This design comes from an exercise in tuning for small area, a short achievable clock period and few clock cycles on the open sky130 flow, not from production work.
In this exercise RTL edits were held to simulation tests only and were not proved equivalent to the original.
Power figures rest on the tool's default switching activity, not on a simulated workload.

### design/flow/constraint.sdc
create_clock -name core_clock -period 8.0 [get_ports {clk}]
set_input_delay 1.6000 -clock core_clock [delete_from_list [all_inputs] [get_ports {clk}]]
set_output_delay 1.6000 -clock core_clock [all_outputs]
set_load 0.01 [all_outputs]
### design/flow/config.mk
export PLATFORM = sky130hd
export DESIGN_NAME = msrcc
export DESIGN_NICKNAME = msrcc
export VERILOG_FILES = /design/flow/design.v
export SDC_FILE = /design/flow/constraint.sdc
export NUM_CORES = 4
export LEC_CHECK = 0
export CAP_MARGIN = 20
export CORE_MARGIN = 2
export CORE_UTILIZATION = 40
export CTS_BUF_LIST = sky130_fd_sc_hd__clkbuf_8
export CTS_CLUSTER_SIZE = 20
export PLACE_DENSITY = 0.6
export SETUP_SLACK_MARGIN = 3.8
export SLEW_MARGIN = 20
### design/flow/design.v
module msrcc_mode (
    input  wire [2:0]  fn,
    input  wire        w7,
    output wire [19:0] sel
);
    wire unp = (fn == 3'd1), pck = (fn == 3'd2), toa = (fn == 3'd3);
    wire fra = (fn == 3'd4), dec = (fn == 3'd5), enc = (fn == 3'd6);
    wire w5 = ~w7;
    assign sel[0]  = (unp | dec) & w5;       
    assign sel[1]  = (unp | dec) & w7;       
    assign sel[2]  = (pck | enc) & w5;       
    assign sel[3]  = pck & w7;               
    assign sel[4]  = enc & w7;               
    assign sel[5]  = toa | fra;              
    assign sel[6]  = dec & w5;               
    assign sel[7]  = dec & w7;               
    assign sel[8]  = unp & w7;               
    assign sel[9]  = toa & w5;               
    assign sel[10] = toa & w7;               
    assign sel[11] = fra & w5;               
    assign sel[12] = fra & w7;               
    assign sel[13] = pck & w5;               
    assign sel[14] = enc & w5;               
    assign sel[15] = w7;                     
    assign sel[16] = unp | dec;              
    assign sel[17] = pck | toa | fra | enc;  
    assign sel[18] = dec;
    assign sel[19] = 1'b0;
endmodule
module msrcc_xform (
    input  wire [7:0]  x,
    input  wire [19:0] sel,
    output wire [7:0]  y,
    output wire        ok,
    output wire        pm
);
    wire d5 = sel[0], d7 = sel[1], k5 = sel[2], p7 = sel[3], e7 = sel[4], af = sel[5];
    wire dec5 = sel[6], dec7 = sel[7], u7 = sel[8];
    wire a5 = sel[9], a7 = sel[10], f5 = sel[11], f7 = sel[12];
    wire ok_p5 = sel[13], ok_e5 = sel[14], w7 = sel[15];
    wire p4  = x[0] ^ x[1] ^ x[2] ^ x[3];
    wire p6  = p4 ^ x[4] ^ x[5];
    wire pe7 = p4 ^ x[4] ^ x[6];
    wire c54 = x[5] | x[4];
    wire n54 = x[5] & x[4];
    assign y[0] = (d5 & x[4]) | (d7 & x[6]) | (k5 & p4) | (p7 & p6) | (e7 & pe7) | (af & x[0]);
    assign y[1] = ((d5 | k5) & x[3]) | ((d7 | p7) & x[5]) | (e7 & x[6]) | (af & x[1]);
    assign y[2] = ((d5 | k5 | af) & x[2]) | ((d7 | p7 | e7) & x[4]);
    assign y[3] = ((d5 | k5) & x[1]) | ((d7 | p7 | e7 | af) & x[3]);
    assign y[4] = dec5 | ((d7 | p7 | e7) & x[2]) | (k5 & x[0]) |
                  ((a5 | f5) & ~x[4]) | ((a7 | f7) & x[4]);
    assign y[5] = dec5 | ((u7 | p7 | e7) & x[1]) | (dec7 & ~x[1]) |
                  (a5 & ~(x[5] ^ x[4])) | (f5 & (x[5] ^ x[4])) | ((a7 | f7) & ~x[5]);
    assign y[6] = (dec7 & x[1]) | ((p7 | e7) & x[0]) |
                  (a5 & (x[6] ^ c54)) | (a7 & (x[6] ^ x[5])) |
                  (f5 & ~(x[6] ^ n54)) | (f7 & ~(x[6] ^ x[5]));
    assign y[7] = (a5 & (x[7] ^ (x[6] & c54))) | (a7 & (x[7] ^ (x[6] & x[5]))) |
                  (f5 & ~(x[7] ^ (x[6] | n54))) | (f7 & ~(x[7] ^ (x[6] | x[5])));
    assign ok = (ok_p5 & ~(x[7] | x[6] | x[5] | x[4])) |
                (ok_e5 & ~x[7] & ~x[6] & x[5] & x[4]) |
                (p7 & ~(x[7] | x[6])) |
                (e7 & ~x[7] & (x[6] ^ x[5])) |
                (a5 & ~(x[7] & x[6] & c54)) |
                (a7 & ~(x[7] & x[6] & x[5])) |
                (f5 & (x[7] | x[6] | n54)) |
                (f7 & (x[7] | x[6] | x[5]));
    assign pm = x[0] ^ x[1] ^ x[2] ^ x[3] ^ x[4] ^ (w7 & (x[5] ^ x[6]));
endmodule
module msrcc (
    input  wire       clk,
    input  wire       rst,           
    input  wire       bus_valid,
    input  wire       bus_we,
    input  wire [9:0] bus_addr,
    input  wire [7:0] bus_wdata,
    output reg        bus_ready,
    output reg  [7:0] bus_rdata
);
    localparam PB = 3;               
    localparam P  = 1 << PB;         
    localparam TB = 8 - PB;
    localparam T  = 1 << TB;         
    localparam A_CMD    = 10'h000;
    localparam A_STATUS = 10'h001;
    localparam A_DIN    = 10'h002;
    localparam A_DOUT   = 10'h003;
    localparam A_LEN    = 10'h004;
    localparam A_OLEN   = 10'h005;
    localparam A_EIDX   = 10'h006;
    reg [7:0] cmd_r;
    reg [7:0] status_r;
    reg [7:0] din_r;
    reg [7:0] dout_r;
    reg [7:0] len_r;
    reg [7:0] olen_r;
    reg [7:0] eidx_r;
    reg [PB-1:0] g;                  
    reg [TB-1:0] cs;                 
    wire [7:0]   cur = {cs, g};      
    reg          run;                
    reg          chk;                
    reg [PB-1:0] cnt;                
    reg  [19:0]  run_sel;            
    wire         rf_dec = run_sel[18];
    wire         rf_pd  = run_sel[16];   
    reg [7:0]    run_n;              
    reg [7:0]    lim;                
    reg [7:0]    nm1;                
    reg          acc_pmis;
    reg          acc_rxp;
    wire cpass = run & chk;
    wire wpass = run & ~chk;
    wire pass_end = (cnt == P - 1);
    wire done = wpass & pass_end;
    wire [7:0] wcmd      = bus_wdata;
    wire [2:0] wcmd_fn   = wcmd[6:4];
    wire       wcmd_ill  = wcmd[3] | (wcmd_fn == 3'd0) | (wcmd_fn == 3'd7);
    wire       wcmd_badw = (wcmd[2:0] != 3'd5) & (wcmd[2:0] != 3'd7);
    wire       wcmd_buf  = wcmd[7];
    wire       wcmd_w7   = wcmd[1];
    wire acc_wr  = bus_valid & bus_we & ~run;
    wire acc_rd  = bus_valid & ~bus_we & ~run;
    wire a_cmd   = (bus_addr == A_CMD);
    wire a_bufr  = bus_addr[9] ^ bus_addr[8];
    wire a_ibuf  = (bus_addr[9:8] == 2'd1);
    wire cmd_go  = acc_wr & a_cmd & ~wcmd_ill & ~wcmd_badw & wcmd_buf;
    wire ibuf_wr = acc_wr & a_ibuf & (bus_addr[PB-1:0] == g);
    wire rd_hit  = (bus_addr[7:0] == cur);
    wire [19:0] wsel;
    msrcc_mode u_mode (.fn(wcmd_fn), .w7(wcmd_w7), .sel(wsel));
    wire       imm_okx, imm_pm;
    wire [7:0] imm_y;
    msrcc_xform u_imm (.x(din_r), .sel(wsel), .y(imm_y), .ok(imm_okx), .pm(imm_pm));
    wire imm_ok   = imm_okx | wsel[16];
    wire imm_rxp  = wsel[16] & din_r[0];
    wire imm_pmis = wsel[16] & imm_pm;
    wire glt   = (g < lim[PB-1:0]);
    wire geq   = (g == lim[PB-1:0]);
    wire gm1eq = (g == nm1[PB-1:0]);
    wire [T-1:0] lim_oh = {{(T-1){1'b0}}, 1'b1} << lim[7:PB];
    wire [T-1:0] nm1_oh = {{(T-1){1'b0}}, 1'b1} << nm1[7:PB];
    wire [T-1:0] lim_gt;
    assign lim_gt[T-1] = 1'b0;
    genvar q;
    generate
        for (q = 0; q < T - 1; q = q + 1) begin : th
            assign lim_gt[q] = lim_gt[q+1] | lim_oh[q+1];
        end
    endgenerate
    wire [8*T-1:0] inext, onext;
    reg  [7:0]     pf_i, pf_o;
    wire [T-1:0]   fvec, pvec, rvec;
    genvar s;
    generate
        for (s = 0; s < T; s = s + 1) begin : rg
            reg  [8*P-1:0] ir;
            reg  [8*P-1:0] orb;
            wire [7:0] it = ir[7:0];
            wire [7:0] ot = orb[7:0];
            wire       ok_s, pm_s;
            wire [7:0] y_s;
            msrcc_xform u_x (.x(it), .sel(run_sel), .y(y_s), .ok(ok_s), .pm(pm_s));
            wire hi_lt = lim_gt[s];
            wire hi_eq = lim_oh[s];
            wire lt    = hi_lt | (hi_eq & glt);       
            wire eq    = hi_eq & geq;                 
            wire eqm1  = nm1_oh[s] & gm1eq;    
            wire iwe   = ibuf_wr & (bus_addr[7:PB] == s);
            wire wlt   = wpass & lt;                       
            wire keep  = ~(wpass & (lt | (rf_dec & eq)));  
            always @(posedge clk) begin
                ir  <= {(iwe ? bus_wdata : it), ir[8*P-1:8]};
                orb <= {(({8{wlt}} & y_s) | ({8{keep}} & ot)), orb[8*P-1:8]};
            end
            assign inext[8*s +: 8] = ir[15:8];
            assign onext[8*s +: 8] = orb[15:8];
            assign fvec[s] = cpass & lt & ~ok_s;
            assign pvec[s] = lt & pm_s;
            assign rvec[s] = eqm1 & it[0];
        end
    endgenerate
    reg [TB-1:0] fidx;
    integer k;
    always @(*) begin
        fidx = {TB{1'b0}};
        for (k = T - 1; k >= 0; k = k - 1)
            if (fvec[k]) fidx = k[TB-1:0];
    end
    wire fany = |fvec;
    wire pmis_fin = acc_pmis | ((|pvec) & rf_pd);
    wire rxp_fin  = acc_rxp | ((|rvec) & rf_pd & (run_n != 8'd0));
    function [7:0] aim;
        input [7:0]    e;
        input [PB-1:0] gg;
        input [PB-1:0] dmin;
        reg   [PB-1:0] r;
        begin
            r   = e[PB-1:0] - gg - dmin;
            aim = e - ({5'd0, dmin} + {{(8-PB){1'b0}}, r}) + 8'd1;
        end
    endfunction
    wire [7:0] cur_inc  = cur + 8'd1;
    wire [7:0] aim_miss = aim(bus_addr[7:0], g, 2);
    wire [7:0] rd_dist  = bus_addr[7:0] - cur;    
    wire [7:0] aim_out  = aim(8'h00, g, 3);
    reg [7:0] reg_rd;
    always @(*) begin
        case (bus_addr)
            A_CMD:    reg_rd = cmd_r;
            A_STATUS: reg_rd = status_r;
            A_DIN:    reg_rd = din_r;
            A_DOUT:   reg_rd = dout_r;
            A_LEN:    reg_rd = len_r;
            A_OLEN:   reg_rd = olen_r;
            A_EIDX:   reg_rd = eidx_r;
            default:  reg_rd = 8'h00;
        endcase
    end
    wire [TB-1:0] cs_nx = done ? aim_out[7:PB] : cur_inc[7:PB];
    always @(posedge clk) begin
        pf_i <= inext[8*cs_nx +: 8];
        pf_o <= onext[8*cs_nx +: 8];
    end
    always @(*) begin
        case (bus_addr[9:8])
            2'd1:    bus_rdata = pf_i;
            2'd2:    bus_rdata = pf_o;
            default: bus_rdata = reg_rd;
        endcase
    end
    always @(*) begin
        if (run)
            bus_ready = done;
        else if (bus_we)
            bus_ready = a_cmd ? ~(wcmd_buf & ~wcmd_ill & ~wcmd_badw)
                              : (~a_ibuf | (bus_addr[PB-1:0] == g));
        else
            bus_ready = ~a_bufr | rd_hit;
    end
    always @(posedge clk) begin
        if (rst) begin
            g        <= {PB{1'b0}};
            cs       <= {TB{1'b0}};
            cmd_r    <= 8'h00;
            status_r <= 8'h00;
            din_r    <= 8'h00;
            dout_r   <= 8'h00;
            len_r    <= 8'h00;
            olen_r   <= 8'h00;
            eidx_r   <= 8'h00;
            run      <= 1'b0;
            chk      <= 1'b0;
            cnt      <= {PB{1'b0}};
            run_sel  <= 20'd0;
            run_n    <= 8'h00;
            lim      <= 8'h00;
            nm1      <= 8'h00;
            acc_pmis <= 1'b0;
            acc_rxp  <= 1'b0;
        end else begin
            g  <= g + 1'b1;
            cs <= cur_inc[7:PB];
            if (acc_rd & a_bufr & (rd_dist > P + 1))
                cs <= aim_miss[7:PB];
            if (acc_wr) begin
                if (a_cmd) begin
                    cmd_r  <= wcmd;
                    eidx_r <= 8'h00;
                    if (wcmd_ill) begin
                        status_r <= 8'h05;
                    end else if (wcmd_badw) begin
                        status_r <= 8'h09;
                    end else if (!wcmd_buf) begin
                        if (imm_ok) begin
                            dout_r   <= imm_y;
                            status_r <= {2'b00, imm_pmis, imm_rxp, 4'b0000};
                        end else begin
                            status_r <= 8'h0D;
                        end
                    end else begin
                        run      <= 1'b1;
                        chk      <= wsel[17];
                        cnt      <= {PB{1'b0}};
                        run_sel  <= wsel;
                        run_n    <= len_r;
                        lim      <= len_r;
                        nm1      <= len_r - 8'd1;
                        acc_pmis <= 1'b0;
                        acc_rxp  <= 1'b0;
                    end
                end
                if (bus_addr == A_DIN) din_r <= bus_wdata;
                if (bus_addr == A_LEN) len_r <= bus_wdata;
            end
            if (run) begin
                cnt <= cnt + 1'b1;
                if (cpass) begin
                    if (fany)
                        lim <= {fidx, g};
                    if (pass_end)
                        chk <= 1'b0;
                end else begin
                    acc_pmis <= pmis_fin;
                    acc_rxp  <= rxp_fin;
                    if (pass_end) begin
                        run <= 1'b0;
                        cs  <= aim_out[7:PB];
                        if (lim != run_n) begin
                            status_r <= 8'h0D;
                            eidx_r   <= lim;
                        end else begin
                            olen_r   <= run_n;
                            status_r <= {2'b00, pmis_fin, rxp_fin, 4'b0000};
                            eidx_r   <= 8'h00;
                        end
                    end
                end
            end
        end
    end
endmodule
### design/flow/run.sh
#!/bin/bash
# synth_recipe.tcl (not shown) runs the flow's synth.tcl, then flattens the netlist and writes it again
# the make line also repeats each setting of config.mk as NAME=value (left out here)
make -C /OpenROAD-flow-scripts/flow DESIGN_CONFIG=/design/flow/config.mk WORK_HOME=/design/flow/orfs CLKGATE_MAP_FILE= SYNTH_SCRIPT=/design/flow/synth_recipe.tcl finish
==> results of run 1 <==
[cells in the mapped netlist, types with 29 or more instances]
| library cell | count |
|---|---|
| dfxtp_1 | 4225 |
| nand2_1 | 886 |
| clkbuf_1 | 435 |
| o21ai_0 | 401 |
| a21oi_1 | 306 |
| xnor2_1 | 264 |
| inv_1 | 243 |
| nor2_1 | 222 |
| a211oi_1 | 221 |
| ha_1 | 220 |
| mux2_2 | 169 |
| and2_1 | 137 |
| xor2_1 | 132 |
| a221oi_1 | 131 |
| a31oi_1 | 96 |
| a311oi_1 | 86 |
| a22oi_1 | 79 |
| mux2i_1 | 77 |
| nor3_1 | 75 |
| a222oi_1 | 71 |
| a21o_1 | 67 |
| o22ai_1 | 56 |
| buf_2 | 46 |
| nand3_1 | 44 |
| nor4_1 | 37 |
| buf_1 | 36 |
| o211ai_1 | 33 |
| nand2b_1 | 29 |
[flip-flops by register name (all words and copies together), names as in the netlist, 3 cells and up]
signal    cells
cmd_r         8
cnt           3
cs            5
din_r         8
dout_r        8
eidx_r        8
g             3
len_r         8
lim           8
nm1           8
olen_r        8
pf_i          8
pf_o          8
rg.ir      2048
rg.orb     2048
run_n         8
run_sel      18
status_r      8
[routing by layer]
metal / share of wire [%] / GRT usage [%]
met1: 42 / 30.8
met2: 43 / 35.0
met3: 9.0 / 5.91
met4: 5.6 / 12.6
met5: 0.019 / 0
[worst paths after layout]
kind | from | endpoint | slack, ps
setup / recovery | bus_addr[8] | bus_ready | 3030
hold / removal | rg[6].ir[49]$_DFF_P_ | rg[6].ir[41]$_DFF_P_ | 270
setup reg to reg | cnt[0]$_SDFFE_PP0P_ | pf_o[6]$_DFF_P_ | 3760
hold reg to reg | rg[6].ir[49]$_DFF_P_ | rg[6].ir[41]$_DFF_P_ | 270
[power by group through the flow]
stage | logic [µW] | clock network [µW] | registers, µW
floorplan | 354 | 0 | 21600
global placement | 760 | 0 | 21600
detailed placement | 764 | 0 | 21600
CTS | 828 | 17500 | 21100
global route | 881 | 18500 | 21100
finish | 870 | 17200 | 21100
[stage by stage]
| step | total power (µW) | setup WS, ps | hold slack (ps) | utilization, % | cell area [µm²] |
|---|---|---|---|---|---|
| 5_1_grt | 40500 | 3010 | 280 | 46.6 | 134000 |
| 3_5_place_dp | 22400 | 1310 | 312 | 41.8 | 120000 |
| 3_3_place_gp | 22300 | 1290 | 310 | 41.8 | 120000 |
| 6_report | 39200 | 3030 | 266 | 46.6 | 134000 |
| 2_1_floorplan | 21900 | 3230 | 310 | - | 116000 |
| 4_1_cts | 39500 | 3010 | 268 | 46.5 | 134000 |
[cells by family after synthesis]
logic type / count (synthesis) / share of synthesized area (%)
flip-flops: 4225 / 73.1
AO/OA/AOI/OAI: 1786 / 10.5
AND/OR/NAND/NOR: 1561 / 6.03
buffers and inverters: 769 / 2.57
XOR/XNOR: 397 / 3.02
multiplexers: 247 / 2.33
adder cells (fa/ha/maj): 221 / 2.40
[timing repair]
action,CTS,global route
gates resized for setup,202,45
pin swaps,21,21
setup buffers,41,12
setup endpoints to repair,297,42
cloned,3,1
[cell type report]
| cell class | count | area [µm²] | share of cell area [%] |
|---|---|---|---|
| Multi-Input combinational cell | 4215 | 29100 | 21.7 |
| Inverter | 246 | 938 | 0.699 |
| Clock inverter | 299 | 2020 | 1.51 |
| Clock buffer | 765 | 10500 | 7.84 |
| Antenna cell | 18 | 45.0 | 0.0336 |
| Sequential cell | 4225 | 84600 | 63.1 |
| Timing Repair Buffer | 266 | 2240 | 1.67 |
| Tap cell | 3781 | 4730 | 3.52 |
[worst register-to-register path: stages, from the launching register on]
cell	delay, ps
dfxtp_1	320
ha_1	200
ha_1	290
nand2_4	200
buf_12	230
nand2_1	170
xnor2_4	180
buf_4	170
a32o_2	550
a211oi_1	830
a311oi_1	130
a211oi_2	730
nor4_1	100
==> impl_metrics.ini, run 1 <==
[sta]
grt_setup_unrepaired = yes
period_minus_slack_ps = 4970
skew_ps = 90.9
tns_ps = 0
hold_viol = 0
setup_viol = 0
post-route-period-util_pct = 62.1
tightest_slew_ps = 1350
clock.fmax_ghz = 0.201
slew_viol_final = 0
relSlewSlack_pct = 9.99

[placement]
placed_cells = 12700
io_buffers = 30
dp_hpwl_mm = 231
gp_congestion = 0.993

[cells_and_area]
syn2layout_area_growth_pct = 16.1
final_cells = 13800
final_cell_mix = dfxtp_1 (4210), nand2_1 (883), clkbuf_8 (765)
final_common_cell = dfxtp_1
drive_above_1_share_pct = 15.3
layout.nets = 9814
fillers = 25700

[yosys]
synth_edf_count = 0
yosys.area.top_type = dfxtp_1
synth_area_um2 = 116000
synthFlopType = dfxtp_1
seq_area_frac_synth_pct = 73.1
syn_nets = 9449
async_reset_ff_share_pct = 0
syn-mean-instance-area_um2 = 12.6
synthCells = 9206
synth.area.top_cells = dfxtp_1 (73%), nand2_1 (2.9%), ha_1 (2.4%), xnor2_1 (2.0%), o21ai_0 (1.7%)
yosys.area.top_type_share_pct = 73.1
ys.warnings.count = 1
yosysUniqueCellTypes = 95
ys_ff_latch = 4225

[grt]
grt_max_degree = 90
grt_pass1_wl_mm = 495
grt_use_total_pct = 23.4
antenna_found_initial = 31
grt_pass1_vias = 70000
overflow = 0

[cts]
clock_latency_ps = 1070
cts_tree = yes
ctsHtreeMaxLevel = 6
clkTransAtPathRegs_ps = 60
cts.sinks = 4225
cts_buffers = 617
hold_buffers = 0
root_buffer = clkbuf_8
clockBufferDepth = 4

[floorplan]
ios = 31
die_y_um = 542
core_area_um2 = 288000
die_area_um2 = 293000
num_rows = 197
fp.dieW_um = 542
initial_core_util_pct = 40.2

[worst_setup_path]
crit_arrival_ps = 3370
max_stage_delay_ps = 550
critPathMaxFanout = 6
worstPathRequired_ps = 6400
worstSetupPathDepth = 10
critPathTopFamily = simple AND/OR/NAND/NOR gates
start_kind = primary input
worst-r2r-cell-count = 12
end_kind = primary output
cp_slowest_cell = or4_4
cp_cell_sequence = buf_8 > inv_6 > ha_4 > nand4_1 > buf_6 > or4_4 > a31oi_1 > a21oi_1 > o21ai_2 > buf_2
worst-path-buf-inv = 4
worstSetupPathType = primary input to primary output

[route]
ant_nets = 0
vias_per_cell = 5.21
dr.pass1.iters = 10
vias = 71900
wl_per_cell_um = 25.6
routed_wl_mm = 353
drc = 0
drt-initial-drc-count = 8323

[pwr]
intPower_uw = 30500
p_clk_share_pct = 43.9
p_comb_share_pct = 2.2
leakagePower_uw = 0.0537
p_per_area_nw_per_um2 = 292
power_frac_seq_pct = 53.9
switchingPower_uw = 8660
vdd_drop_max_uv = 207
switching_share_pct = 22.1

[hold_path]
holdCritPathClass = flop to flop
holdPathStages = 0

[flow_run]
drv_cap = 0

[run_status]
status = timing/DRC/antenna clean
Testbench counts, summed over its fixed seeds: cycles 64,968.
==> inputs of run 2 (changes only) <==
--- a/design/flow/design.v
+++ b/design/flow/design.v
@@ -41,7 +41,7 @@
     wire p4  = x[0] ^ x[1] ^ x[2] ^ x[3];
-    wire p6  = p4 ^ x[4] ^ x[5];
-    wire pe7 = p4 ^ x[4] ^ x[6];
+    wire q   = p4 ^ x[4];
+    wire m7  = (p7 & x[5]) | (e7 & x[6]);
     wire c54 = x[5] | x[4];
     wire n54 = x[5] & x[4];
-    assign y[0] = (d5 & x[4]) | (d7 & x[6]) | (k5 & p4) | (p7 & p6) | (e7 & pe7) | (af & x[0]);
+    assign y[0] = (d5 & x[4]) | (d7 & x[6]) | (k5 & p4) | ((p7 | e7) & (q ^ m7)) | (af & x[0]);
     assign y[1] = ((d5 | k5) & x[3]) | ((d7 | p7) & x[5]) | (e7 & x[6]) | (af & x[1]);
@@ -66,3 +66,3 @@
                 (f7 & (x[7] | x[6] | x[5]));
-    assign pm = x[0] ^ x[1] ^ x[2] ^ x[3] ^ x[4] ^ (w7 & (x[5] ^ x[6]));
+    assign pm = q ^ (w7 & (x[5] ^ x[6]));
 endmodule
@@ -110,2 +110,18 @@
     reg          acc_rxp;
+    reg  [8:0] sq;
+    reg  [7:0] okb;
+    wire [7:0] wv = bus_wdata;
+    wire [7:0] okv = {
+        ~wv[7] & (wv[6] ^ wv[5]),                         
+        wv[7] | wv[6] | wv[5],                            
+        ~(wv[7] & wv[6] & wv[5]),                         
+        ~(wv[7] | wv[6]),                                 
+        (wv[7:4] == 4'b0011),                             
+        wv[7] | wv[6] | (wv[5] & wv[4]),                  
+        ~(wv[7] & wv[6] & (wv[5] | wv[4])),               
+        (wv[7:4] == 4'b0000)                              
+    };
+    wire [1:0] wfi = (wcmd_fn == 3'd2) ? 2'd0 : (wcmd_fn == 3'd3) ? 2'd1 :
+                     (wcmd_fn == 3'd4) ? 2'd2 : 2'd3;
+    wire       skip_chk = ({1'b0, len_r} <= sq) & okb[{wcmd_w7, wfi}];
     wire cpass = run & chk;
@@ -259,3 +275,16 @@
             acc_rxp  <= 1'b0;
+            sq       <= 9'd0;
+            okb      <= 8'h00;
         end else begin
+            if (ibuf_wr) begin
+                if (bus_addr[7:0] == 8'd0) begin
+                    sq  <= 9'd1;
+                    okb <= okv;
+                end else if ({1'b0, bus_addr[7:0]} == sq) begin
+                    sq  <= sq + 9'd1;
+                    okb <= okb & okv;
+                end else if ({1'b0, bus_addr[7:0]} < sq) begin
+                    okb <= okb & okv;
+                end
+            end
             g  <= g + 1'b1;
@@ -281,3 +310,3 @@
                         run      <= 1'b1;
-                        chk      <= wsel[17];
+                        chk      <= wsel[17] & ~skip_chk;
                         cnt      <= {PB{1'b0}};
==> run 2 against run 1 <==
Net effect:
- cell area is 1.1% higher
- non-clock buffer count decreased by 47
- register-to-register slack worse by 40 ps
- maximum frequency fell by 7.0%
- first-iteration DRC count increased by 6.3%
- via count rose by 1.9%
- setup slack worse by 370 ps
- clock skew rose by 9.5 ps
- power up 0.59%
- clock power hardly changed
==> impl_metrics.ini, run 2 <==
[pwr]
vdd_drop_max_uv = 186
leakagePower_uw = 0.0541
power.total_uw = 39400
p_per_area_nw_per_um2 = 291

[worst_setup_path]
worst-r2r-cell-count = 11
r2r_slack_ps = 3720
start_kind = primary input
crit_arrival_ps = 3740
worstPathRequired_ps = 6400
r2r-end = lim[5]$_SDFF_PP0_
worstSetupPathType = primary input to primary output
crit-reg2reg-launch = lim[2]$_SDFF_PP0_
critPathMaxFanout = 6
end_kind = primary output

[yosys]
syn_nets = 9718
yosysUniqueCellTypes = 92
async_reset_ff_share_pct = 0
ys_ff_latch = 4242
synthCells = 9457
seq_area_frac_synth_pct = 72.4
synth_common_cells = dfxtp_1 (4242), nand2_1 (924), o21ai_0 (490), clkbuf_1 (461), a21oi_1 (285)
synthFlopType = dfxtp_1
ys.warnings.count = 1
syn-mean-instance-area_um2 = 12.4
synth.area.top_cells = dfxtp_1 (72%), nand2_1 (3.0%), ha_1 (2.5%), o21ai_0 (2.1%), clkbuf_1 (1.5%)
synth_area_um2 = 117000
synth.most_common_cell = dfxtp_1
synth_edf_count = 0
yosys.area.top_type_share_pct = 72.4
yosys.area.top_type = dfxtp_1

[placement]
gp_congestion = 0.954
dp_hpwl_mm = 233
io_buffers = 30

[cts]
cts.sinks = 4242
cts_tree = yes
cts_buffers = 625
root_buffer = clkbuf_8
clock_latency_ps = 1120
ctsHtreeMaxLevel = 6
clockBufferDepth = 4
clkTransAtPathRegs_ps = 60

[route]
dr.pass1.iters = 7
routed_wl_mm = 356
vias_per_cell = 5.18
wl_per_cell_um = 25.2
ant_nets = 0
drt-initial-drc-count = 8846
drc = 0
vias = 73300

[sta]
hold_viol = 0
setup_viol = 0
grt_setup_unrepaired = yes
period_minus_slack_ps = 5340
post-route-period-util_pct = 66.7
tns_ps = 0
tightest_slew_ps = 1280
skew_ps = 100
slew_viol_final = 0
clock.fmax_ghz = 0.187
relSlewSlack_pct = 13.9

[floorplan]
die_area_um2 = 297000
core_area_um2 = 291000
fp.dieW_um = 545
ios = 31
num_rows = 198
die_y_um = 545
initial_core_util_pct = 40.2

[cells_and_area]
reg_top3 = rg.ir x2048, rg.orb x2048, run_sel x18
fillers = 26200
syn2layout_area_growth_pct = 15.7
final_common_cell = dfxtp_1
layout.nets = 10000
drive_above_1_share_pct = 14.0
final_cell_mix = dfxtp_1 (4224), nand2_1 (920), clkbuf_8 (762)

[hold_path]
min_from = rg[23].orb[18]$_DFF_P_
holdPathStages = 0
holdCritPathClass = flop to flop
hold_end = rg[23].orb[10]$_DFF_P_

[run_status]
status = timing/DRC/antenna clean

[grt]
overflow = 0
antenna_found_initial = 25
grt_pass1_vias = 71400
grt_pass1_wl_mm = 502
grt_max_degree = 113
grt_use_total_pct = 23.1

[flow_run]
drv_cap = 0
## run 2: layout make-up
class | instances | area [µm²] | area share (%)
multi-input cells | 4425 | 30100 | 22.2
well taps | 3900 | 4880 | 3.60
clock buffers | 761 | 10500 | 7.72
clock inverters | 323 | 2280 | 1.68
flip-flops and latches | 4242 | 85000 | 62.6
inverters | 257 | 973 | 0.717
diodes | 15 | 37.5 | 0.0277
repair buffers | 219 | 1920 | 1.41
## run 2: power by group
part,internal (µW),switching (µW),leakage (µW)
Combinational,193,602,0.0126
Clock,9300,8160,0.00727
Sequential,21200,28.3,0.0342
## run 2: through the flow
step | instance area (µm²) | utilization [%] | hold WS [ps] | setup slack [ps] | instances
floorplan | 117000 | - | 310 | 3040 | 9457
global placement | 122000 | 41.8 | 310 | 1070 | 13000
detailed placement | 122000 | 41.8 | 312 | 1180 | 13000
CTS | 135000 | 46.5 | 247 | 2520 | 14100
global route | 136000 | 46.6 | 273 | 2620 | 14100
finish | 136000 | 46.6 | 256 | 2660 | 14100
## run 2: layer usage
layer / wire (µm) / global-route usage [%] / vias up
met5: 57 / 0 / -
met4: 18400 / 11.8 / 8
met3: 31200 / 5.04 / 882
met2: 151000 / 34.2 / 3712
met1: 155000 / 31.6 / 35600
li1: - / - / 33100
## run 2: how the worst max path moves through the flow
stage                     start           end  slack, ps  cells past startpoint
floorplan           bus_addr[4]  bus_rdata[1]       3040                     11
global placement    bus_addr[3]  bus_rdata[4]       1070                     10
detailed placement  bus_addr[3]  bus_rdata[5]       1180                     11
CTS                 bus_addr[4]  bus_rdata[4]       2520                     12
global route        bus_addr[4]  bus_rdata[5]       2620                     12
finish              bus_addr[4]  bus_rdata[4]       2660                     12
## run 2: timing repair
| action | in CTS | in global routing |
|---|---|---|
| gates resized for setup | 208 | 49 |
| setup endpoints to repair | 100 | 57 |
| setup buffers | 27 | 5 |
| hold buffers | 0 | 0 |
| pin swaps | 34 | 16 |
| cloned | 1 | 2 |
## run 2: critical path: stages
cell	delay [ps]
buf_8	110
or2_4	270
nor4_4	240
nand2_2	100
or3_4	380
nor2_4	130
buf_6	150
a22oi_2	80
nand2_2	80
a221oi_4	50
o21ai_4	360
buf_6	160
## run 2: cell families after synthesis
| family | after synthesis | share of synthesized area (%) |
|---|---|---|
| flip-flops | 4242 | 72.4 |
| AO/OA/AOI/OAI | 1923 | 11.1 |
| AND/OR/NAND/NOR | 1687 | 6.39 |
| buffers and inverters | 790 | 2.56 |
| XOR/XNOR | 332 | 2.71 |
| multiplexers | 244 | 2.28 |
| adder cells (fa/ha/maj) | 239 | 2.56 |
Testbench counts of run 2, summed over its fixed seeds: cycles 63,184.

[separate check: timing with driven ports]
How much do the figures lean on ideal ports? The routed layouts below were timed once more, with nothing changed but the port constraints. Step 1 sets driving cells, clkbuf_16 on the clock port and buf_2 on the other inputs (assumed; they add their load-dependent delay and slew). Step 2, shift: input delay + t, output delay - t, t = (earliest + latest rising clock arrival at the registers) / 2. This alone moves slack from input paths to output paths. Slacks: no drivers / after step 1 / after step 2; pairs: no drivers / after step 1.
| run | t (ns) | setup WS [ns] | worst setup path at the end | worst register clock-pin slew, ns |
|---|---|---|---|---|
| run 1 | 1.131 | 3.034 / 2.991 / 2.644 | input to register | 0.08 / 0.08 |
| run 2 | 1.155 | 2.661 / 2.602 / 2.600 | input to register | 0.07 / 0.07 |
After both steps setup and hold are still met in every run listed. The setup slack of run 1, which loses most, moves by -0.043 ns with the drivers and by -0.390 ns with both steps.
